From an optimization exercise on the open Yosys and OpenROAD flow, aimed at small area; shortcuts taken in it are not production practice. In this exercise RTL edits were held to simulation tests only and were not proved equivalent to the original. No driver is modelled on the clock port, so clocking that relies on it looks cheaper here than on a real chip.

## run 1
==> flow/design.v (excerpt) <==
module catc #(
    parameter [31:0] TIMEOUT_CYCLES = 32'd3000
) (
    input  wire        clk,
    input  wire        rst,
    input  wire        cmd_valid,
    input  wire [39:0] cmd_word,
    output wire        cmd_ready,
    output wire        done,
    output wire [3:0]  result,
    input  wire [3:0]  sts_addr,
    output reg  [31:0] sts_rdata,
    output wire        open_req,
    output wire [31:0] open_speed,
    input  wire        open_done,
    input  wire        open_ok,
    output wire        close_req,
    output wire        tx_start,
    output wire [39:0] tx_data,
    input  wire        tx_done,
    input  wire [2:0]  tx_count,
    input  wire        rx_valid,
    input  wire [7:0]  rx_data
);
For scale: roughly 180 I/O pins, ~17000 um2 of cells after synthesis.
Settings: LEC_CHECK=0, ABC_AREA=1, CAP_MARGIN=20, CORE_MARGIN=2, CORE_UTILIZATION=40, SLEW_MARGIN=20; clock period 30.0 ns.
standard.sh (not shown) runs the stock make flow with config.mk's settings and CLKGATE_MAP_FILE= SYNTH_SCRIPT=/design/flow/synth_recipe.tcl, a recipe that flattens the netlist after the stock synthesis.
==> flow/flow/run.sh <==
#!/bin/bash
# Own layout flow: the standard synthesis; then the combinational logic is
# mapped again by ABC with an area-oriented script (registers and full adder
# cells are left as the standard synthesis made them, after choosing each full
# adder's polarity to need fewer inverters); then the standard ORFS flow from
# floorplan to finish, with the port buffers made of the smallest buffer and a
# clock tree of the smallest buffers that keep flip-flop clock pins fast.
set -euo pipefail
WORK=$(pwd)
FLOWDIR=$WORK/flow
R=$WORK/orfs/results/${FLOW_PLATFORM}/catc/base
LIB=$FLOW_HOME/platforms/${FLOW_PLATFORM}/lib/sky130_fd_sc_hd__tt_025C_1v80.lib
YOSYS=$FLOW_HOME/../tools/install/yosys/bin/yosys
[ -x "$YOSYS" ] || YOSYS=yosys

# 1. standard synthesis
bash standard.sh synth > $WORK/log_1_standard_synth.log 2>&1

# 2. full adder polarity, then remap the combinational logic
cp $R/1_2_yosys.v $WORK/standard_1_2_yosys.v
python3 $FLOWDIR/fapol.py $WORK/standard_1_2_yosys.v $WORK/fapol_1_2_yosys.v > $WORK/log_2_fapol.log 2>&1
python3 $FLOWDIR/libmap.py $LIB $WORK/fapol_1_2_yosys.v $WORK/remap_cells.v 'fa_1' > $WORK/log_3_libmap.log 2>&1
cat > $WORK/remap.abc <<EOT
strash
&get -n
&deepsyn -T 90
&dch -f
&nf -R 1000
&put
EOT
cat > $WORK/remap.ys <<EOT
read_liberty -lib -ignore_miss_dir -setattr blackbox $LIB
read_verilog $WORK/fapol_1_2_yosys.v
hierarchy -top $FLOW_TOP
techmap -map $WORK/remap_cells.v
techmap
opt_expr
opt_clean
abc -script $WORK/remap.abc -liberty $LIB -dont_use *lpflow* -dont_use *probe* -dont_use *fill* -D 30000
setundef -zero
splitnets
opt_clean -purge
hilomap -singleton -hicell sky130_fd_sc_hd__conb_1 HI -locell sky130_fd_sc_hd__conb_1 LO
insbuf -buf sky130_fd_sc_hd__buf_4 A X
opt_clean -purge
check -assert
stat -liberty $LIB
write_verilog -noattr -noexpr -nohex -nodec $WORK/remapped_1_2_yosys.v
EOT
$YOSYS -l $WORK/log_4_remap_yosys.log -q $WORK/remap.ys > /dev/null 2>&1
cp $WORK/remapped_1_2_yosys.v $R/1_2_yosys.v
touch $R/1_2_yosys.v

# 3. the standard flow from the remapped netlist, to the clock tree; the port
#    buffers are the smallest buffer. The clock tree is built without dummy
#    loads of the smallest clock buffer that keeps every flip-flop clock pin's
#    slew (estimated after placement) at 118 ps or less: clkbuf_4, then clkbuf_8,
#    then the default buffers.
export BUFFER_PORTS_ARGS="-buffer_cell sky130_fd_sc_hd__buf_1"
CTS_BASE="-sink_clustering_enable -repair_clock_nets -dont_use_dummy_load"
n=0
for bufs in "-buf_list sky130_fd_sc_hd__clkbuf_4" "-buf_list sky130_fd_sc_hd__clkbuf_8" ""; do
  n=$((n+1))
  export CTS_ARGS="$CTS_BASE $bufs"
  rm -f $R/4_1_cts.odb $R/4_cts.odb $R/4_cts.sdc
  bash standard.sh cts > $WORK/log_5_standard_cts_$n.log 2>&1
  [ -z "$bufs" ] && break
  CTS_ODB=$R/4_cts.odb CTS_SDC=$R/4_cts.sdc openroad -no_init -exit $FLOWDIR/clkslew.tcl > $WORK/log_6_clkslew_$n.log 2>&1 || true
  slew=$(sed -n 's/^CLKSLEW //p' $WORK/log_6_clkslew_$n.log | tail -1)
  if [ -n "$slew" ] && python3 -c "import sys; sys.exit(0 if float('$slew') <= 0.118 else 1)"; then
    break
  fi
  echo "clock slew '$slew' with '$bufs': trying the next buffers" >> $WORK/log_6_clkslew_$n.log
done

# 4. the rest of the standard flow
bash standard.sh finish > $WORK/log_8_standard_finish.log 2>&1
Other scripts of this flow, unchanged in this note and not shown: flow/flow/clkslew.tcl, flow/flow/fapol.py, flow/flow/libmap.py
Run 1 completed end to end with timing, DRC and antenna clean.
### run 1 -> run 2
--- a/flow/flow/run.sh
+++ b/flow/flow/run.sh
@@ -56,3 +56,3 @@
 #    loads of the smallest clock buffer that keeps every flip-flop clock pin's
-#    slew (estimated after placement) at 118 ps or less: clkbuf_4, then clkbuf_8,
+#    slew (estimated after placement) at 100 ps or less: clkbuf_4, then clkbuf_8,
 #    then the default buffers.
@@ -69,3 +69,3 @@
   slew=$(sed -n 's/^CLKSLEW //p' $WORK/log_6_clkslew_$n.log | tail -1)
-  if [ -n "$slew" ] && python3 -c "import sys; sys.exit(0 if float('$slew') <= 0.118 else 1)"; then
+  if [ -n "$slew" ] && python3 -c "import sys; sys.exit(0 if float('$slew') <= 0.100 else 1)"; then
     break
### Flow results
The final reports for run 2 and run 1 show area fraction of clock buffers and clock inverters higher in the former.
Compared run 2 against run 1; met1 global-route usage within noise.
Taking run 1 as the reference, in run 2 arrival time at the worst endpoint went down by 0.04 ns, slack of the critical path went down.
Sequential share of layout area: run 2 vs run 1 down 0.29 points
Between run 1 and run 2, the met2 wire length does not differ in any meaningful way.
On total via count in the routed design, run 1 and run 2 are basically level.
Of run 1 and run 2, the run reporting the lower final hold slack was run 1.
Relative to run 2, the following input files were edited for run 3:
--- a/flow/flow/run.sh
+++ b/flow/flow/run.sh
@@ -6,3 +6,4 @@
 # floorplan to finish, with the port buffers made of the smallest buffer and a
-# clock tree of the smallest buffers that keep flip-flop clock pins fast.
+# clock tree of small buffers (a tree of the default buffers if the small one
+# leaves a flip-flop clock pin slow).
 set -euo pipefail
@@ -54,22 +55,16 @@
 # 3. the standard flow from the remapped netlist, to the clock tree; the port
-#    buffers are the smallest buffer. The clock tree is built without dummy
-#    loads of the smallest clock buffer that keeps every flip-flop clock pin's
-#    slew (estimated after placement) at 100 ps or less: clkbuf_4, then clkbuf_8,
-#    then the default buffers.
+#    buffers are the smallest buffer, the clock tree is built of clkbuf_4 cells
+#    without dummy loads
 export BUFFER_PORTS_ARGS="-buffer_cell sky130_fd_sc_hd__buf_1"
-CTS_BASE="-sink_clustering_enable -repair_clock_nets -dont_use_dummy_load"
-n=0
-for bufs in "-buf_list sky130_fd_sc_hd__clkbuf_4" "-buf_list sky130_fd_sc_hd__clkbuf_8" ""; do
-  n=$((n+1))
-  export CTS_ARGS="$CTS_BASE $bufs"
+export CTS_ARGS="-sink_clustering_enable -repair_clock_nets -dont_use_dummy_load -buf_list sky130_fd_sc_hd__clkbuf_4"
+bash standard.sh cts > $WORK/log_5_standard_cts.log 2>&1
+CTS_ODB=$R/4_cts.odb CTS_SDC=$R/4_cts.sdc openroad -no_init -exit $FLOWDIR/clkslew.tcl > $WORK/log_6_clkslew.log 2>&1 || true
+slew=$(sed -n 's/^CLKSLEW //p' $WORK/log_6_clkslew.log | tail -1)
+if [ -z "$slew" ] || python3 -c "import sys; sys.exit(0 if float('$slew') > 0.100 else 1)"; then
+  # clock pins too slow (or not measured): build the tree of the default buffers again
+  echo "clock slew '$slew': redoing the clock tree with the default buffers" >> $WORK/log_6_clkslew.log
   rm -f $R/4_1_cts.odb $R/4_cts.odb $R/4_cts.sdc
-  bash standard.sh cts > $WORK/log_5_standard_cts_$n.log 2>&1
-  [ -z "$bufs" ] && break
-  CTS_ODB=$R/4_cts.odb CTS_SDC=$R/4_cts.sdc openroad -no_init -exit $FLOWDIR/clkslew.tcl > $WORK/log_6_clkslew_$n.log 2>&1 || true
-  slew=$(sed -n 's/^CLKSLEW //p' $WORK/log_6_clkslew_$n.log | tail -1)
-  if [ -n "$slew" ] && python3 -c "import sys; sys.exit(0 if float('$slew') <= 0.100 else 1)"; then
-    break
-  fi
-  echo "clock slew '$slew' with '$bufs': trying the next buffers" >> $WORK/log_6_clkslew_$n.log
-done
+  export CTS_ARGS="-sink_clustering_enable -repair_clock_nets -dont_use_dummy_load"
+  bash standard.sh cts > $WORK/log_7_standard_cts_again.log 2>&1
+fi
 
## What came out
Diff run 2 -> run 3: final routed wire length divided by cell count now sits at about the same level, fmax has remained practically unchanged, residual DRC count ~0 delta, design area closely matched the old numbers.


Setup of v6:
catc, a different RTL version from the one above (not shown whole).
For scale: ~3,300 cells after synthesis, about 210 flip-flops, roughly 180 I/O pins, ~21,000 um^2 of cells after synthesis.
clock: 30.0 ns
lec_check: 0
abc_area: 1
cap_margin: 20
core_margin: 2
core_utilization: 40
slew_margin: 20
run.sh (not shown) runs the stock make flow with config.mk's settings and CLKGATE_MAP_FILE= SYNTH_SCRIPT=/design/flow/synth_recipe.tcl, a recipe that flattens the netlist after the stock synthesis.
Stock flow here: none of the scripts above is used.
diff inputs: v6 => v7
- CORE_UTILIZATION now 70, was 40
==> comparison <==
The synthesis-to-finish area growth in v7 was lower than what v6 gave.
v6 -> v7: clock input transition at the sequential cells of the worst setup and hold paths flat
| die area | lower: v7 |
Number of nets in the finished design: v6 vs v7, no meaningful difference
Time the worst path needs with I/O delays and setup: v7 > v6
Delta (v7 minus v6): maximum clock rate decreased by about 5.5% relative to the old numbers, routed wire length increased by 6.4% relative to the old numbers.


build 80:
catc, a different RTL version from the one above (not shown whole).
Size: about 2100 cells after synthesis, roughly 180 I/O pins, about 0.017 mm^2 of cells after synthesis.
clock: 30.0 ns
lec_check: 0
abc_area: 1
cap_margin: 20
core_margin: 2
core_utilization: 60
slew_margin: 20
standard.sh (not shown) runs the stock make flow with config.mk's settings and CLKGATE_MAP_FILE= SYNTH_SCRIPT=/design/flow/synth_recipe.tcl, a recipe that flattens the netlist after the stock synthesis.
==> flow/flow/run.sh <==
#!/bin/bash
# Own layout flow: the standard synthesis; then the combinational logic is
# mapped again by ABC with an area-oriented script (registers and full adder
# cells are left as the standard synthesis made them, after choosing each full
# adder's polarity to need fewer inverters); then the standard ORFS flow from
# floorplan to finish, with the port buffers made of the smallest buffer and a
# clock tree of small buffers (a tree of the default buffers if the small one
# leaves a flip-flop clock pin slow).
set -euo pipefail
WORK=$(pwd)
FLOWDIR=$WORK/flow
R=$WORK/orfs/results/${FLOW_PLATFORM}/catc/base
LIB=$FLOW_HOME/platforms/${FLOW_PLATFORM}/lib/sky130_fd_sc_hd__tt_025C_1v80.lib
YOSYS=$FLOW_HOME/../tools/install/yosys/bin/yosys
[ -x "$YOSYS" ] || YOSYS=yosys

# 1. standard synthesis
bash standard.sh synth > $WORK/log_1_standard_synth.log 2>&1

# 2. full adder polarity, then remap the combinational logic
cp $R/1_2_yosys.v $WORK/standard_1_2_yosys.v
python3 $FLOWDIR/fapol.py $WORK/standard_1_2_yosys.v $WORK/fapol_1_2_yosys.v > $WORK/log_2_fapol.log 2>&1
python3 $FLOWDIR/libmap.py $LIB $WORK/fapol_1_2_yosys.v $WORK/remap_cells.v 'fa_1' > $WORK/log_3_libmap.log 2>&1
cat > $WORK/remap.abc <<EOT
strash
&get -n
&deepsyn -T 90
&dch -f
&nf -R 1000
&put
EOT
cat > $WORK/remap.ys <<EOT
read_liberty -lib -ignore_miss_dir -setattr blackbox $LIB
read_verilog $WORK/fapol_1_2_yosys.v
hierarchy -top $FLOW_TOP
techmap -map $WORK/remap_cells.v
techmap
opt_expr
opt_clean
abc -script $WORK/remap.abc -liberty $LIB -dont_use *lpflow* -dont_use *probe* -dont_use *fill* -D 30000
setundef -zero
splitnets
opt_clean -purge
hilomap -singleton -hicell sky130_fd_sc_hd__conb_1 HI -locell sky130_fd_sc_hd__conb_1 LO
insbuf -buf sky130_fd_sc_hd__buf_1 A X
opt_clean -purge
check -assert
stat -liberty $LIB
write_verilog -noattr -noexpr -nohex -nodec $WORK/remapped_1_2_yosys.v
EOT
$YOSYS -l $WORK/log_4_remap_yosys.log -q $WORK/remap.ys > /dev/null 2>&1
cp $WORK/remapped_1_2_yosys.v $R/1_2_yosys.v
touch $R/1_2_yosys.v

# 3. the standard flow from the remapped netlist, to the clock tree; the port
#    buffers are the smallest buffer, the clock tree is built of clkbuf_4 cells
#    without dummy loads
export BUFFER_PORTS_ARGS="-buffer_cell sky130_fd_sc_hd__buf_1"
export CTS_ARGS="-sink_clustering_enable -repair_clock_nets -dont_use_dummy_load -buf_list sky130_fd_sc_hd__clkbuf_4"
bash standard.sh cts > $WORK/log_5_standard_cts.log 2>&1
CTS_ODB=$R/4_cts.odb CTS_SDC=$R/4_cts.sdc openroad -no_init -exit $FLOWDIR/clkslew.tcl > $WORK/log_6_clkslew.log 2>&1 || true
slew=$(sed -n 's/^CLKSLEW //p' $WORK/log_6_clkslew.log | tail -1)
if [ -z "$slew" ] || python3 -c "import sys; sys.exit(0 if float('$slew') > 0.100 else 1)"; then
  # clock pins too slow (or not measured): build the tree of the default buffers again
  echo "clock slew '$slew': redoing the clock tree with the default buffers" >> $WORK/log_6_clkslew.log
  rm -f $R/4_1_cts.odb $R/4_cts.odb $R/4_cts.sdc
  export CTS_ARGS="-sink_clustering_enable -repair_clock_nets -dont_use_dummy_load"
  bash standard.sh cts > $WORK/log_7_standard_cts_again.log 2>&1
fi

# 4. the rest of the standard flow
bash standard.sh finish > $WORK/log_8_standard_finish.log 2>&1
Other scripts of this flow, unchanged in this note and not shown: flow/flow/clkslew.tcl, flow/flow/fapol.py, flow/flow/libmap.py
Input-level comparison between trial 3 and build 80:
Settings: CORE_UTILIZATION: 60 -> 40.
--- a/flow/flow/run.sh
+++ b/flow/flow/run.sh
@@ -45 +45 @@
-insbuf -buf sky130_fd_sc_hd__buf_1 A X
+insbuf -buf sky130_fd_sc_hd__buf_4 A X
### Flow results
- Each of the runs, namely build 80 and trial 3, reached the end of the flow and came out clean.
- Compared with build 80, trial 3 shows a cell count that is 162 higher.
- Of trial 3 and build 80, it is trial 3 that has the higher final clock skew.
- Between build 80 and trial 3, die boundary width is higher for trial 3, build 80 comes in under that.
- Comparing build 80 and trial 3, the lower wire length after detailed routing is on build 80.
- Side by side, initial antenna violation count turned out higher in trial 3 than in build 80.
- In the flow results for build 80 and trial 3, the multi-input gate share of total cell area is larger on build 80.
- From build 80 to trial 3 the numbers moved as follows: hold slack shows an increase of 35 ps; layout overhead on the synthesized area shows an increase of 1.1 points.

-- re-timing with driven ports --
The flow's constraints put no driver on any port. The routed layouts listed below were extracted and timed again, unchanged, in two steps.
Step 1 assumes that a clkbuf_16 drives the clock port and a buf_2 every other input.
Step 2 moves the port delays by t, midway between the first and last clock arrival at a register: inputs arrive t later, outputs are due t later. That takes back most of the time a late clock gives input paths.
a / b / c = ideal ports / drivers / drivers and shift; a / b = the first two.
run | shift t [ns] | setup slack, ns | clock arrival spread, ns | worst data-port slew with drivers (ns)
run 1 | 0.506 | 2.808 / 2.819 / 2.313 | 0.041 / 0.042 | 0.10
run 2 | 0.470 | 2.800 / 2.812 / 2.342 | 0.030 / 0.030 | 0.10
run 3 | 0.470 | 2.800 / 2.812 / 2.342 | 0.030 / 0.030 | 0.10
v6 | 0.609 | 13.356 / 13.321 / 12.779 | 0.015 / 0.015 | 0.07
v7 | 0.592 | 12.383 / 12.414 / 11.822 | 0.034 / 0.034 | 0.07
build 80 | 0.716 | 2.404 / 2.422 / 1.707 | 0.137 / 0.137 | 0.07
trial 3 | 0.719 | 2.969 / 2.976 / 2.257 | 0.142 / 0.143 | 0.09
After both steps setup and hold are still met in every run listed. For trial 3, which loses most, drivers alone change the setup slack by +0.007 ns; drivers and shift together by -0.712 ns.
